From an optimization exercise on the open Yosys and OpenROAD flow, aimed at small area; shortcuts taken in it are not production practice.
Only simulation tests tie the RTL to the original design; equivalence was not proved.
Power is estimated from default activity; no workload was simulated.

fjord:
## ooktx
module ooktx (
    input  wire        clk,
    input  wire        rst,
    input  wire        us_tick,
    input  wire        bus_sel,
    input  wire        bus_wr,
    input  wire [4:0]  bus_addr,
    input  wire [31:0] bus_wdata,
    output reg  [31:0] bus_rdata,
    output wire        bus_err,
    output wire        ook_out
);
clock: 20.0 ns
lec_check: 0
cap_margin: 0
core_margin: 2
core_utilization: 60
cts_buf_list: sky130_fd_sc_hd__clkbuf_8
slew_margin: 0
standard.sh (not shown) runs the stock make flow with config.mk's settings and CLKGATE_MAP_FILE= SYNTH_SCRIPT=/design/flow/synth_recipe.tcl, a recipe that flattens the netlist after the stock synthesis.
==> flow/flow/run.sh <==
#!/bin/bash
set -euo pipefail
W=$(pwd)
cat > "$W/own_synth.tcl" <<EOF
proc abc {args} {
  set i [lsearch -exact \$args -script]
  if {\$i >= 0} { lset args [expr {\$i + 1}] {$W/flow/area.abc} }
  yosys abc {*}\$args
}
source {$W/synth_recipe.tcl}
EOF
sed "s#/synth_recipe\.tcl#/own_synth.tcl#" standard.sh > own_standard.sh
grep -q own_synth.tcl own_standard.sh
bash own_standard.sh "ADDER_MAP_FILE=" \
    "BUFFER_PORTS_ARGS=-buffer_cell sky130_fd_sc_hd__buf_1" \
    "CTS_ARGS=-sink_clustering_enable -repair_clock_nets -buf_list sky130_fd_sc_hd__clkbuf_8 -root_buf sky130_fd_sc_hd__clkbuf_2 -dont_use_dummy_load" \
    finish > "$W/orfs_make.log" 2>&1
test -s out/final.def
==> flow/flow/area.abc <==
&get -n
&st
&dch
&nf -R 1000
&put
strash
&get -n
&st
&dch
&nf -R 1000
&put
fjord finished every step from synthesis to the final layout, and the layout passed the timing, design-rule and antenna checks.
#### Input delta (onyx over fjord)
- a change of CORE_UTILIZATION from 60 to 70
==> flow/flow/area.abc <==
&get -n
&st
&dch
&nf -R 1000
&put
strash
&get -n
&st
&dch
&nf -R 1000
&put
strash
&get -n
&st
&dch
&nf -R 1000
&put
==> comparison <==
- In onyx the cell total after placement turned out about 1.4% lower than in fjord.
- [compare] base=fjord new=onyx: critical path depth decreased 3, wire length shrank by 0.41%, arrival time of the worst setup path went up by 0.89 ns.
--- input diff onyx..violet ---
- CORE_UTILIZATION: 70 -> 60
==> summary.txt <==
violet went all the way through the flow, and no timing, DRC or antenna check failed. onyx → violet: area added between synthesis and finish rose by 0.67 points, non-clock buffer count rose by about 4.5%. Of violet and onyx, the higher post-layout utilization of the core belongs to onyx. violet reports a higher worst setup slack than onyx does. Pre-CTS setup slack delta (violet − onyx): favourable. Number of fill cells in the layout, violet vs onyx: up by more than a quarter. violet -> onyx: post-synthesis compound-gate area fraction flat. The area of the core number comes out higher for violet vs onyx.
Relative to violet, the following input files were edited for zinc:
==> flow/flow/area.abc <==
strash
ifraig
dc2
&get -n
&st
&dch
&nf -R 1000 -p
&st
&synch2
&nf -R 1000 -p
&put
[summary]
- Pre-CTS setup slack delta for zinc relative to violet: 0.36 ns higher
- From violet to zinc the numbers moved as follows: half-perimeter wire length after placement dropped 3.1%, final routed wirelength across all metal layers dropped 4.5%, synthesized area climbed 0.49%, time the final worst path needs with I/O delays and setup dropped 0.27 ns, worst stage delay on the critical path dropped 0.19 ns.
- Fraction of the mapped netlist area in compound gates, violet and zinc: larger value in violet

========
Another version of the RTL of ooktx (not shown whole).
For scale: ~160 flip-flops, ~7100 µm² of cells after synthesis.
// ooktx
module ooktx (
    input  wire        clk,
    input  wire        rst,
    input  wire        us_tick,
    input  wire        bus_sel,
    input  wire        bus_wr,
    input  wire [4:0]  bus_addr,
    input  wire [31:0] bus_wdata,
    output reg  [31:0] bus_rdata,
    output wire        bus_err,
    output wire        ook_out
);
Settings: LEC_CHECK=0, CAP_MARGIN=0, CORE_MARGIN=2, CORE_UTILIZATION=60, CTS_BUF_LIST=sky130_fd_sc_hd__clkbuf_8, SLEW_MARGIN=0; clock period 20.0 ns.
==> flow/flow/run.sh <==
#!/bin/bash
set -euo pipefail
W=$(pwd)
cat > "$W/own_synth.tcl" <<EOF
proc abc {args} {
  set i [lsearch -exact \$args -script]
  if {\$i >= 0} { lset args [expr {\$i + 1}] {$W/flow/area.abc} }
  yosys abc {*}\$args
}
source {$W/synth_recipe.tcl}
EOF
sed "s#/synth_recipe\.tcl#/own_synth.tcl#" standard.sh > own_standard.sh
grep -q own_synth.tcl own_standard.sh
bash own_standard.sh "BUFFER_PORTS_ARGS=-buffer_cell sky130_fd_sc_hd__buf_1" \
    "CTS_ARGS=-sink_clustering_enable -repair_clock_nets -buf_list sky130_fd_sc_hd__clkbuf_8 -dont_use_dummy_load" \
    finish > "$W/orfs_make.log" 2>&1
test -s out/final.def
==> flow/flow/area.abc <==
strash
ifraig
dc2
&get -n
&st
&dch
&nf -R 1000 -p
&st
&synch2
&nf -R 1000 -p
&put
Edit:
--- a/flow/flow/run.sh
+++ b/flow/flow/run.sh
@@ -14,3 +14,3 @@
 bash own_standard.sh "BUFFER_PORTS_ARGS=-buffer_cell sky130_fd_sc_hd__buf_1" \
-    "CTS_ARGS=-sink_clustering_enable -repair_clock_nets -buf_list sky130_fd_sc_hd__clkbuf_8 -dont_use_dummy_load" \
+    "CTS_ARGS=-sink_clustering_enable -repair_clock_nets -buf_list sky130_fd_sc_hd__clkbuf_8 -root_buf sky130_fd_sc_hd__clkbuf_2 -dont_use_dummy_load" \
     finish > "$W/orfs_make.log" 2>&1
==> flow/flow/area.abc (replaced) <==
strash
dc2
&get -n
&st
&dch
&nf -R 1000 -p
&st
&synch2
&nf -R 1000 -p
&put
GPL_ROUTABILITY_DRIVEN = 0   (was not set)
GPL_TIMING_DRIVEN = 0   (was not set)
Synthesized area hardly moves.
Sequential share of layout area came out lower by 0.55 points.
Register-to-register slack gets worse by 1100 ps.
Critical path depth is unchanged.
Final area came out higher by 1.4%.
Power came out higher by 0.34%.
Global-route usage is about the same.
Hold slack gets worse by 6.9 ps.
Fmax came out lower by 1.0%.
Count of clock-buffer cells in the layout stays the same.
Edit:
--- a/flow/flow/run.sh
+++ b/flow/flow/run.sh
@@ -14,3 +14,3 @@
 bash own_standard.sh "BUFFER_PORTS_ARGS=-buffer_cell sky130_fd_sc_hd__buf_1" \
-    "CTS_ARGS=-sink_clustering_enable -repair_clock_nets -buf_list sky130_fd_sc_hd__clkbuf_8 -root_buf sky130_fd_sc_hd__clkbuf_2 -dont_use_dummy_load" \
+    "CTS_ARGS=-sink_clustering_enable -repair_clock_nets -buf_list sky130_fd_sc_hd__clkbuf_8 -dont_use_dummy_load" \
     finish > "$W/orfs_make.log" 2>&1
==> flow/flow/area.abc (replaced) <==
strash
dc2
&get -n
&st
&dch
&nf -R 1000 -p -F 8 -A 4
&st
&synch2
&nf -R 1000 -p -F 8
&put
GPL_ROUTABILITY_DRIVEN = not set   (was 0)
GPL_TIMING_DRIVEN = not set   (was 0)
Result: Flip-flop and latch count stays the same; hold slack barely changes; cell area decreases by 1.2%; die area barely changes; power increases by 0.42%; final cell count decreases by 0.31%; count of clock-buffer cells in the layout does not change; core utilization decreases by 0.80 points; wire length increases by 3.0%; global-route usage increases by 0.91 points.
Edit:
==> flow/flow/area.abc (replaced) <==
strash
dc2
&get -n
&st
&dch
&nf -R 1000 -p
&st
&synch2
&nf -R 1000 -p
&put
PLACE_DENSITY = 0.85   (was not set)
After rerunning: The new run finished clean. Core utilization falls by 0.15 points. Non-clock buffer count falls by 2. Via count rises by 2.3%. Sequential power stays flat. Clock power barely changes. Die area hardly moves. Setup slack loses 91 ps.

afterwards: timing with drivers on the ports:
The results above use ideal ports. As a check the final layouts listed here were re-extracted and re-timed, cells and wires unchanged. Step 1 (the two cells are an assumption about what drives the block):
set clk [get_ports {clk}]
set_driving_cell -lib_cell sky130_fd_sc_hd__clkbuf_16 $clk
set_driving_cell -lib_cell sky130_fd_sc_hd__buf_2 [delete_from_list [all_inputs] $clk]
Step 2 adds t to the input delays and takes it off the output delays; t is the mean of the earliest and latest rising clock arrival at the registers after step 1. Input paths then give back, and output paths get back, about the clock's delay inside the block. Three values: ideal ports, drivers, drivers and shift; two values: the first two.
| run | t, ns | slack for setup (ns) | hold WS [ns] | worst setup path after step 2 | pins driven straight from the clock port |
|---|---|---|---|---|---|
| fjord | 0.829 | 7.278 / 7.252 / 7.252 | 0.440 / 0.440 / 0.440 | input to output | 1 |
| onyx | 0.793 | 6.392 / 6.358 / 6.358 | 0.442 / 0.442 / 0.442 | input to output | 1 |
| violet | 0.853 | 7.098 / 7.075 / 7.075 | 0.439 / 0.439 / 0.439 | input to output | 1 |
| zinc | 0.802 | 7.368 / 7.342 / 7.342 | 0.439 / 0.439 / 0.439 | input to output | 1 |
| the first run of note 2 | 0.472 | 5.473 / 5.449 / 5.449 | 0.445 / 0.445 / 0.445 | input to output | 1 |
| the second run of note 2 | 0.847 | 5.324 / 5.303 / 5.303 | 0.438 / 0.438 / 0.438 | input to output | 1 |
| the third run of note 2 | 0.491 | 5.436 / 5.409 / 5.409 | 0.438 / 0.438 / 0.438 | input to output | 1 |
| the fourth run of note 2 | 0.481 | 5.345 / 5.318 / 5.318 | 0.444 / 0.444 / 0.444 | input to output | 1 |
After both steps every run listed still meets setup and hold. The setup slack of onyx, which loses most, moves by -0.034 ns with the drivers and by -0.034 ns with both steps.
